What follows belongs to an exercise in optimizing a design on an open flow for small area, a short achievable clock period and few clock cycles per item; a production flow would make more cautious choices. The RTL was checked by simulation tests, not by an equivalence proof against the original design.

==> inputs of run X <==
Design rgpfe_kernel, start of the top module:
module rgpfe_kernel (
    input  wire        clk,
    input  wire        rst,
    input  wire        in_valid,
    output wire        in_ready,
    input  wire [7:0]  in_mode,
    input  wire        in_fmt,      
    input  wire [63:0] in_c,
    input  wire [63:0] in_a1,
    input  wire [63:0] in_a2,
    input  wire [63:0] in_a3,
    input  wire [63:0] in_a4,
    input  wire [63:0] in_a5,
    input  wire [63:0] in_a6,
    input  wire [63:0] in_a7,
    input  wire [63:0] in_a8,
    output wire        out_valid,
    input  wire        out_ready,
    output wire [63:0] out_data
);
==> flow/config.mk <==
export PLATFORM = sky130hd
export DESIGN_NAME = rgpfe_kernel
export DESIGN_NICKNAME = rgpfe_kernel
export VERILOG_FILES = /design/flow/design.v
export SDC_FILE = /design/flow/constraint.sdc
export NUM_CORES = 4
export LEC_CHECK = 0
export CAP_MARGIN = 20
export CORE_MARGIN = 2
export CORE_UTILIZATION = 45
export PLACE_DENSITY = 0.6
export SLEW_MARGIN = 20
==> flow/constraint.sdc <==
create_clock -name core_clock -period 20.0 [get_ports {clk}]
set_input_delay 4.0000 -clock core_clock [delete_from_list [all_inputs] [get_ports {clk}]]
set_output_delay 4.0000 -clock core_clock [all_outputs]
set_load 0.01 [all_outputs]
standard.sh (not shown) runs the stock make flow with config.mk's settings and CLKGATE_MAP_FILE= SYNTH_SCRIPT=/design/flow/synth_recipe.tcl, a recipe that flattens the netlist after the stock synthesis.
==> flow/flow/run.sh <==
#!/bin/bash
# Layout flow: the standard ORFS flow (standard.sh), unchanged, with
# ORFS's own timing repair (run after floorplan, CTS and global routing)
# asked to aim for more setup slack than the 20 ns clock needs, so the
# critical paths are sized for a shorter achieved period.
# The design, SDC, clock period and all other settings are the standard flow's.
set -euo pipefail
bash standard.sh SETUP_SLACK_MARGIN=15 TNS_END_PERCENT=5 finish > flow_standard.log 2>&1
==> inputs of run A, as changes to run X <==
--- a/flow/design.v
+++ b/flow/design.v
@@ -60,51 +60,67 @@
     input  wire [63:0] in_a8,
     output wire        out_valid,
     input  wire        out_ready,
     output wire [63:0] out_data
 );
     function [1:0] cmp8(input [7:0] x, input [7:0] y);
         integer k;
-        reg [7:0] g0, e0;
-        reg [3:0] g1, e1;
-        reg [1:0] g2, e2;
+        reg [7:0] g0, p0;
+        reg [3:0] g1, p1;
+        reg [1:0] g2, p2;
+        reg       g3, p3;
         begin
             g0 = x & ~y;
-            e0 = x | ~y;
+            p0 = ~(x ^ y);
             for (k = 0; k < 4; k = k + 1) begin
-                g1[k] = g0[2*k+1] | (e0[2*k+1] & g0[2*k]);
-                e1[k] = g0[2*k+1] | (e0[2*k+1] & e0[2*k]);
+                g1[k] = g0[2*k+1] | (p0[2*k+1] & g0[2*k]);
+                p1[k] = p0[2*k+1] & p0[2*k];
             end
             for (k = 0; k < 2; k = k + 1) begin
-                g2[k] = g1[2*k+1] | (e1[2*k+1] & g1[2*k]);
-                e2[k] = g1[2*k+1] | (e1[2*k+1] & e1[2*k]);
+                g2[k] = g1[2*k+1] | (p1[2*k+1] & g1[2*k]);
+                p2[k] = p1[2*k+1] & p1[2*k];
             end
-            cmp8 = {g2[1] | (e2[1] & g2[0]), g2[1] | (e2[1] & e2[0])};
+            g3 = g2[1] | (p2[1] & g2[0]);
+            p3 = p2[1] & p2[0];
+            cmp8 = {g3, g3 | p3};
         end
     endfunction
     reg        rdy;           
     reg [2:0]  occ;           
     reg        v1, v2, v3;    
     reg        hv;            
     reg [63:0] hd;            
+    reg [63:0] hd_hn;         
     reg [63:0] q0, q1, q2, q3;    
     reg [1:0]  qrd, qwr;
     reg [2:0]  qcnt;
     wire [63:0] res;          
     assign in_ready  = rdy;
     assign out_valid = hv;
     assign out_data  = hd;
-    wire take    = in_valid && rdy;
-    wire pop     = hv && out_ready;
-    wire h_load  = !hv || out_ready;
-    wire from_q  = (qcnt != 3'd0);
-    wire to_h    = v3 && h_load && !from_q;
-    wire enq     = v3 && !to_h;
-    wire deq     = h_load && from_q;
-    wire hv_n    = h_load ? (from_q || v3) : 1'b1;
+    wire from_q = (qcnt != 3'd0);
+    wire hl0    = !hv;                           
+    wire enq0   = v3 && !(hl0 && !from_q);
+    wire enq1   = v3 && from_q;
+    wire deq0   = hl0 && from_q;
+    wire deq1   = from_q;
+    wire hv_n0  = hl0 ? (from_q || v3) : 1'b1;
+    wire hv_n1  = from_q || v3;
+    wire [2:0] qcnt_n0 = qcnt + {2'b00, enq0} - {2'b00, deq0};
+    wire [2:0] qcnt_n1 = qcnt + {2'b00, enq1} - {2'b00, deq1};
+    wire [1:0] qwr_n0  = qwr + {1'b0, enq0};
+    wire [1:0] qwr_n1  = qwr + {1'b0, enq1};
+    wire [1:0] qrd_n0  = qrd + {1'b0, deq0};
+    wire [1:0] qrd_n1  = qrd + {1'b0, deq1};
+    wire       pop     = hv && out_ready;
+    wire       h_load  = !hv || out_ready;
+    wire       take    = in_valid && rdy;
+    wire [2:0] occ_up  = occ + 3'd1;
+    wire [2:0] occ_dn  = occ - 3'd1;
+    wire [63:0] hd_in;
     wire [63:0] qhead = (qrd == 2'd0) ? q0 : (qrd == 2'd1) ? q1 :
                         (qrd == 2'd2) ? q2 : q3;
     wire [2:0] occ_r = occ + {2'b00, rdy};
     wire       rdy_stay = (occ_r <= 3'd4);    
     wire       rdy_pop  = (occ_r <= 3'd5);    
     always @(posedge clk) begin
         if (rst) begin
@@ -115,27 +131,28 @@
             v3   <= 1'b0;
             hv   <= 1'b0;
             qrd  <= 2'd0;
             qwr  <= 2'd0;
             qcnt <= 3'd0;
         end else begin
             rdy  <= pop ? rdy_pop : rdy_stay;
-            occ  <= occ + {2'b00, take} - {2'b00, pop};
+            occ  <= (take == pop) ? occ : take ? occ_up : occ_dn;
             v1   <= take;
             v2   <= v1;
             v3   <= v2;
-            hv   <= hv_n;
-            qcnt <= qcnt + {2'b00, enq} - {2'b00, deq};
-            if (enq) qwr <= qwr + 2'd1;
-            if (deq) qrd <= qrd + 2'd1;
+            hv   <= out_ready ? hv_n1   : hv_n0;
+            qcnt <= out_ready ? qcnt_n1 : qcnt_n0;
+            qwr  <= out_ready ? qwr_n1  : qwr_n0;
+            qrd  <= out_ready ? qrd_n1  : qrd_n0;
         end
     end
+    assign hd_in = from_q ? qhead : res;
     always @(posedge clk) begin
-        if (h_load)
-            hd <= from_q ? qhead : res;
+        hd    <= h_load ? hd_in : ~hd_hn;
+        hd_hn <= ~(h_load ? hd_in : ~hd_hn);
         if (v3 && qwr == 2'd0) q0 <= res;
         if (v3 && qwr == 2'd1) q1 <= res;
         if (v3 && qwr == 2'd2) q2 <= res;
         if (v3 && qwr == 2'd3) q3 <= res;
     end
     reg [63:0] r_c, r_a0, r_a1, r_a2, r_a3, r_a4, r_a5, r_a6, r_a7;
     reg [7:0]  r_mode;
@@ -164,16 +181,16 @@
     generate
         for (j = 0; j < 8; j = j + 1) begin : g_lane
             assign cb[j] = r_c[8*j +: 8];
             assign ab[j] = {r_a7[8*j +: 8], r_a6[8*j +: 8], r_a5[8*j +: 8], r_a4[8*j +: 8],
                             r_a3[8*j +: 8], r_a2[8*j +: 8], r_a1[8*j +: 8], r_a0[8*j +: 8]};
             for (p = 0; p < 8; p = p + 1) begin : g_p
                 for (q = p + 1; q < 8; q = q + 1) begin : g_q
-                    assign pg[j][p*(15-p)/2 + (q-p-1)] = ab[j][8*p +: 8] > ab[j][8*q +: 8];
-                    assign pe[j][p*(15-p)/2 + (q-p-1)] = ab[j][8*p +: 8] >= ab[j][8*q +: 8];
+                    assign {pg[j][p*(15-p)/2 + (q-p-1)], pe[j][p*(15-p)/2 + (q-p-1)]} =
+                        cmp8(ab[j][8*p +: 8], ab[j][8*q +: 8]);
                 end
             end
         end
         for (j = 0; j < 8; j = j + 2) begin : g_pair_a
             wire [27:0] gj = pg[j+1] | (pe[j+1] & pg[j]);
             wire [27:0] g_l = r_fmt[j/2] ? gj : pg[j];
             wire [27:0] g_u = r_fmt[j/2] ? gj : pg[j+1];
==> flow/flow/run.sh (replaced) <==
#!/bin/bash
# Layout flow: the standard ORFS flow (standard.sh), unchanged, with
#  - ORFS's own timing repair (run after floorplan, CTS and global routing)
#    asked to aim for more setup slack than the 20 ns clock needs, so the
#    critical paths are sized for a shorter achieved period, and allowed
#    to resize cells across footprints;
#  - every input and output port buffered (as the standard flow does) with
#    a plain buf_2 instead of the delay buffer buffer_ports picks.
# The design, SDC, clock period and all other settings are the standard flow's.
set -euo pipefail
bash standard.sh SETUP_SLACK_MARGIN=15 TNS_END_PERCENT=5 MATCH_CELL_FOOTPRINT=0 \
    "BUFFER_PORTS_ARGS=-buffer_cell sky130_fd_sc_hd__buf_2" finish > flow_standard.log 2>&1
--- a/flow/config.mk
+++ b/flow/config.mk
@@ -4,9 +4,11 @@
 export VERILOG_FILES = /design/flow/design.v
 export SDC_FILE = /design/flow/constraint.sdc
 export NUM_CORES = 4
 export LEC_CHECK = 0
 export CAP_MARGIN = 20
 export CORE_MARGIN = 2
 export CORE_UTILIZATION = 45
+export CTS_CLUSTER_DIAMETER = 100
+export CTS_CLUSTER_SIZE = 28
 export PLACE_DENSITY = 0.6
 export SLEW_MARGIN = 20
==> inputs of run F, as changes to run X <==
--- a/flow/design.v
+++ b/flow/design.v
@@ -60,51 +60,67 @@
     input  wire [63:0] in_a8,
     output wire        out_valid,
     input  wire        out_ready,
     output wire [63:0] out_data
 );
     function [1:0] cmp8(input [7:0] x, input [7:0] y);
         integer k;
-        reg [7:0] g0, e0;
-        reg [3:0] g1, e1;
-        reg [1:0] g2, e2;
+        reg [7:0] g0, p0;
+        reg [3:0] g1, p1;
+        reg [1:0] g2, p2;
+        reg       g3, p3;
         begin
             g0 = x & ~y;
-            e0 = x | ~y;
+            p0 = ~(x ^ y);
             for (k = 0; k < 4; k = k + 1) begin
-                g1[k] = g0[2*k+1] | (e0[2*k+1] & g0[2*k]);
-                e1[k] = g0[2*k+1] | (e0[2*k+1] & e0[2*k]);
+                g1[k] = g0[2*k+1] | (p0[2*k+1] & g0[2*k]);
+                p1[k] = p0[2*k+1] & p0[2*k];
             end
             for (k = 0; k < 2; k = k + 1) begin
-                g2[k] = g1[2*k+1] | (e1[2*k+1] & g1[2*k]);
-                e2[k] = g1[2*k+1] | (e1[2*k+1] & e1[2*k]);
+                g2[k] = g1[2*k+1] | (p1[2*k+1] & g1[2*k]);
+                p2[k] = p1[2*k+1] & p1[2*k];
             end
-            cmp8 = {g2[1] | (e2[1] & g2[0]), g2[1] | (e2[1] & e2[0])};
+            g3 = g2[1] | (p2[1] & g2[0]);
+            p3 = p2[1] & p2[0];
+            cmp8 = {g3, g3 | p3};
         end
     endfunction
     reg        rdy;           
     reg [2:0]  occ;           
     reg        v1, v2, v3;    
     reg        hv;            
     reg [63:0] hd;            
+    reg [63:0] hd_hn;         
     reg [63:0] q0, q1, q2, q3;    
     reg [1:0]  qrd, qwr;
     reg [2:0]  qcnt;
     wire [63:0] res;          
     assign in_ready  = rdy;
     assign out_valid = hv;
     assign out_data  = hd;
-    wire take    = in_valid && rdy;
-    wire pop     = hv && out_ready;
-    wire h_load  = !hv || out_ready;
-    wire from_q  = (qcnt != 3'd0);
-    wire to_h    = v3 && h_load && !from_q;
-    wire enq     = v3 && !to_h;
-    wire deq     = h_load && from_q;
-    wire hv_n    = h_load ? (from_q || v3) : 1'b1;
+    wire from_q = (qcnt != 3'd0);
+    wire hl0    = !hv;                           
+    wire enq0   = v3 && !(hl0 && !from_q);
+    wire enq1   = v3 && from_q;
+    wire deq0   = hl0 && from_q;
+    wire deq1   = from_q;
+    wire hv_n0  = hl0 ? (from_q || v3) : 1'b1;
+    wire hv_n1  = from_q || v3;
+    wire [2:0] qcnt_n0 = qcnt + {2'b00, enq0} - {2'b00, deq0};
+    wire [2:0] qcnt_n1 = qcnt + {2'b00, enq1} - {2'b00, deq1};
+    wire [1:0] qwr_n0  = qwr + {1'b0, enq0};
+    wire [1:0] qwr_n1  = qwr + {1'b0, enq1};
+    wire [1:0] qrd_n0  = qrd + {1'b0, deq0};
+    wire [1:0] qrd_n1  = qrd + {1'b0, deq1};
+    wire       pop     = hv && out_ready;
+    wire       h_load  = !hv || out_ready;
+    wire       take    = in_valid && rdy;
+    wire [2:0] occ_up  = occ + 3'd1;
+    wire [2:0] occ_dn  = occ - 3'd1;
+    wire [63:0] hd_in;
     wire [63:0] qhead = (qrd == 2'd0) ? q0 : (qrd == 2'd1) ? q1 :
                         (qrd == 2'd2) ? q2 : q3;
     wire [2:0] occ_r = occ + {2'b00, rdy};
     wire       rdy_stay = (occ_r <= 3'd4);    
     wire       rdy_pop  = (occ_r <= 3'd5);    
     always @(posedge clk) begin
         if (rst) begin
@@ -115,27 +131,28 @@
             v3   <= 1'b0;
             hv   <= 1'b0;
             qrd  <= 2'd0;
             qwr  <= 2'd0;
             qcnt <= 3'd0;
         end else begin
             rdy  <= pop ? rdy_pop : rdy_stay;
-            occ  <= occ + {2'b00, take} - {2'b00, pop};
+            occ  <= (take == pop) ? occ : take ? occ_up : occ_dn;
             v1   <= take;
             v2   <= v1;
             v3   <= v2;
-            hv   <= hv_n;
-            qcnt <= qcnt + {2'b00, enq} - {2'b00, deq};
-            if (enq) qwr <= qwr + 2'd1;
-            if (deq) qrd <= qrd + 2'd1;
+            hv   <= out_ready ? hv_n1   : hv_n0;
+            qcnt <= out_ready ? qcnt_n1 : qcnt_n0;
+            qwr  <= out_ready ? qwr_n1  : qwr_n0;
+            qrd  <= out_ready ? qrd_n1  : qrd_n0;
         end
     end
+    assign hd_in = from_q ? qhead : res;
     always @(posedge clk) begin
-        if (h_load)
-            hd <= from_q ? qhead : res;
+        hd    <= h_load ? hd_in : ~hd_hn;
+        hd_hn <= ~(h_load ? hd_in : ~hd_hn);
         if (v3 && qwr == 2'd0) q0 <= res;
         if (v3 && qwr == 2'd1) q1 <= res;
         if (v3 && qwr == 2'd2) q2 <= res;
         if (v3 && qwr == 2'd3) q3 <= res;
     end
     reg [63:0] r_c, r_a0, r_a1, r_a2, r_a3, r_a4, r_a5, r_a6, r_a7;
     reg [7:0]  r_mode;
@@ -164,16 +181,16 @@
     generate
         for (j = 0; j < 8; j = j + 1) begin : g_lane
             assign cb[j] = r_c[8*j +: 8];
             assign ab[j] = {r_a7[8*j +: 8], r_a6[8*j +: 8], r_a5[8*j +: 8], r_a4[8*j +: 8],
                             r_a3[8*j +: 8], r_a2[8*j +: 8], r_a1[8*j +: 8], r_a0[8*j +: 8]};
             for (p = 0; p < 8; p = p + 1) begin : g_p
                 for (q = p + 1; q < 8; q = q + 1) begin : g_q
-                    assign pg[j][p*(15-p)/2 + (q-p-1)] = ab[j][8*p +: 8] > ab[j][8*q +: 8];
-                    assign pe[j][p*(15-p)/2 + (q-p-1)] = ab[j][8*p +: 8] >= ab[j][8*q +: 8];
+                    assign {pg[j][p*(15-p)/2 + (q-p-1)], pe[j][p*(15-p)/2 + (q-p-1)]} =
+                        cmp8(ab[j][8*p +: 8], ab[j][8*q +: 8]);
                 end
             end
         end
         for (j = 0; j < 8; j = j + 2) begin : g_pair_a
             wire [27:0] gj = pg[j+1] | (pe[j+1] & pg[j]);
             wire [27:0] g_l = r_fmt[j/2] ? gj : pg[j];
             wire [27:0] g_u = r_fmt[j/2] ? gj : pg[j+1];
==> flow/flow/run.sh (replaced) <==
#!/bin/bash
# Layout flow: the standard ORFS flow (standard.sh), unchanged, with
#  - ORFS's own timing repair (run after floorplan, CTS and global routing)
#    asked to aim for more setup slack than the 20 ns clock needs, so the
#    critical paths are sized for a shorter achieved period, and allowed
#    to resize cells across footprints;
#  - every input and output port buffered (as the standard flow does) with
#    a plain buf_2 instead of the delay buffer buffer_ports picks.
# The design, SDC, clock period and all other settings are the standard flow's.
set -euo pipefail
bash standard.sh SETUP_SLACK_MARGIN=15 TNS_END_PERCENT=5 MATCH_CELL_FOOTPRINT=0 \
    "BUFFER_PORTS_ARGS=-buffer_cell sky130_fd_sc_hd__buf_2" finish > flow_standard.log 2>&1
==> flow/config.mk (replaced) <==
export PLATFORM = sky130hd
export DESIGN_NAME = rgpfe_kernel
export DESIGN_NICKNAME = rgpfe_kernel
export VERILOG_FILES = /design/flow/design.v
export SDC_FILE = /design/flow/constraint.sdc
export NUM_CORES = 4
export LEC_CHECK = 0
export CAP_MARGIN = 20
export CORE_MARGIN = 2
export CORE_UTILIZATION = 50
export CTS_CLUSTER_DIAMETER = 100
export CTS_CLUSTER_SIZE = 28
export PLACE_DENSITY = 0.65
export SLEW_MARGIN = 20
==> flow_summary.yaml <==
cts:
  numClockSinks: 1479
outcome:
  outcome: "timing/DRC/antenna clean"
routing:
  wl_per_cell_um: 24.0
  wl_met2_um: 176000
sta:
  fin_hold_ws_ns: 0.338
logic_synthesis:
  synthesis.area_mm2: 0.131
  yosysUniqueCellTypes: 97
final_layout:
  diodes: 9
  multi_input_area_share_pct: 64.3
  nClkBuffers: 107
  multi_input_area_mm2: 0.0931
  layout_common_cells: "2566 x ha_1, 1739 x inv_1, 1105 x dfxtp_1, 915 x a21o_1, 861 x fa_1"
critical_path:
  regToRegSetupSlack_ns: 14.48
global_route:
  use_met1_pct: 44.4
  grt_pass1_vias: 100468
(the above is from run F)
==> flow_summary.yaml <==
sta:
  fin_hold_ws_ns: 0.327
outcome:
  outcome: "timing/DRC/antenna clean"
logic_synthesis:
  ys_ff_latch: 1415
  yosysUniqueCellTypes: 108
  synth_top_area_share_pct: 23.9
global_route:
  grt_pass1_vias: 107484
  use_met1_pct: 40.8
routing:
  wl_per_cell_um: 24.3
  routed-via-count: 109426
  wl_met2_um: 198000
final_layout:
  multi_input_cells: 10565
  nClkBuffers: 220
  fin_area_mm2: 0.154
  multi_input_area_share_pct: 62.9
  diodes: 7
  layout_common_cells: "2545 x ha_1, 1689 x inv_1, 947 x dfxtp_1, 871 x fa_1, 775 x a21oi_1"
cts:
  numClockSinks: 1415
critical_path:
  crit_type: "reg2out"
  regToRegSetupSlack_ns: 14.49
(the above is from run X)
==> flow_summary.yaml <==
outcome:
  outcome: "timing/DRC/antenna clean"
logic_synthesis:
  yosysUniqueCellTypes: 97
  ys_async_sr_fraction_pct: 0
  synthesis.area_mm2: 0.131
final_layout:
  layout_common_cells: "2566 x ha_1, 1741 x inv_1, 1091 x dfxtp_1, 916 x a21o_1, 865 x fa_1"
  multi_input_area_mm2: 0.0930
  multi_input_area_share_pct: 64.2
  diodes: 13
  nClkBuffers: 107
cts:
  numClockSinks: 1479
routing:
  wl_met2_um: 188000
  wl_per_cell_um: 24.9
sta:
  fin_hold_ws_ns: 0.331
global_route:
  use_met1_pct: 41.9
critical_path:
  regToRegSetupSlack_ns: 14.67
(the above is from run A)
Testbench counts of run X, summed over its fixed seeds: cycles 16,032, items 16,000.
Testbench counts of run A, summed over its fixed seeds: cycles 16,032, items 16,000.
Testbench counts of run F, summed over its fixed seeds: cycles 16,032, items 16,000.

## what the ideal ports hide
In the flow no input, the clock included, has a driving cell. The finished layouts below were timed again as built, in two steps. Step 1, drivers: a clkbuf_16 drives clk and a buf_2 each remaining input, both assumed. Step 2 also shifts input and output timing later by t, the mid clock arrival at the registers, as if the neighbouring blocks saw the same clock. Three values: ideal, step 1, step 2; two values: the first two.
run | t (ns) | slack for setup (ns) | clock arrival spread, ns | worst register clock-pin slew, ns
run X | 0.951 | 14.308 / 14.213 / 13.627 | 0.083 / 0.083 | 0.07 / 0.07
run A | 0.963 | 14.552 / 14.446 / 13.989 | 0.089 / 0.088 | 0.12 / 0.12
run F | 0.966 | 14.485 / 14.466 / 14.086 | 0.058 / 0.058 | 0.11 / 0.11
After both steps setup and hold are still met in every run listed. For run X, which loses most, drivers alone change the setup slack by -0.095 ns; drivers and shift together by -0.681 ns.
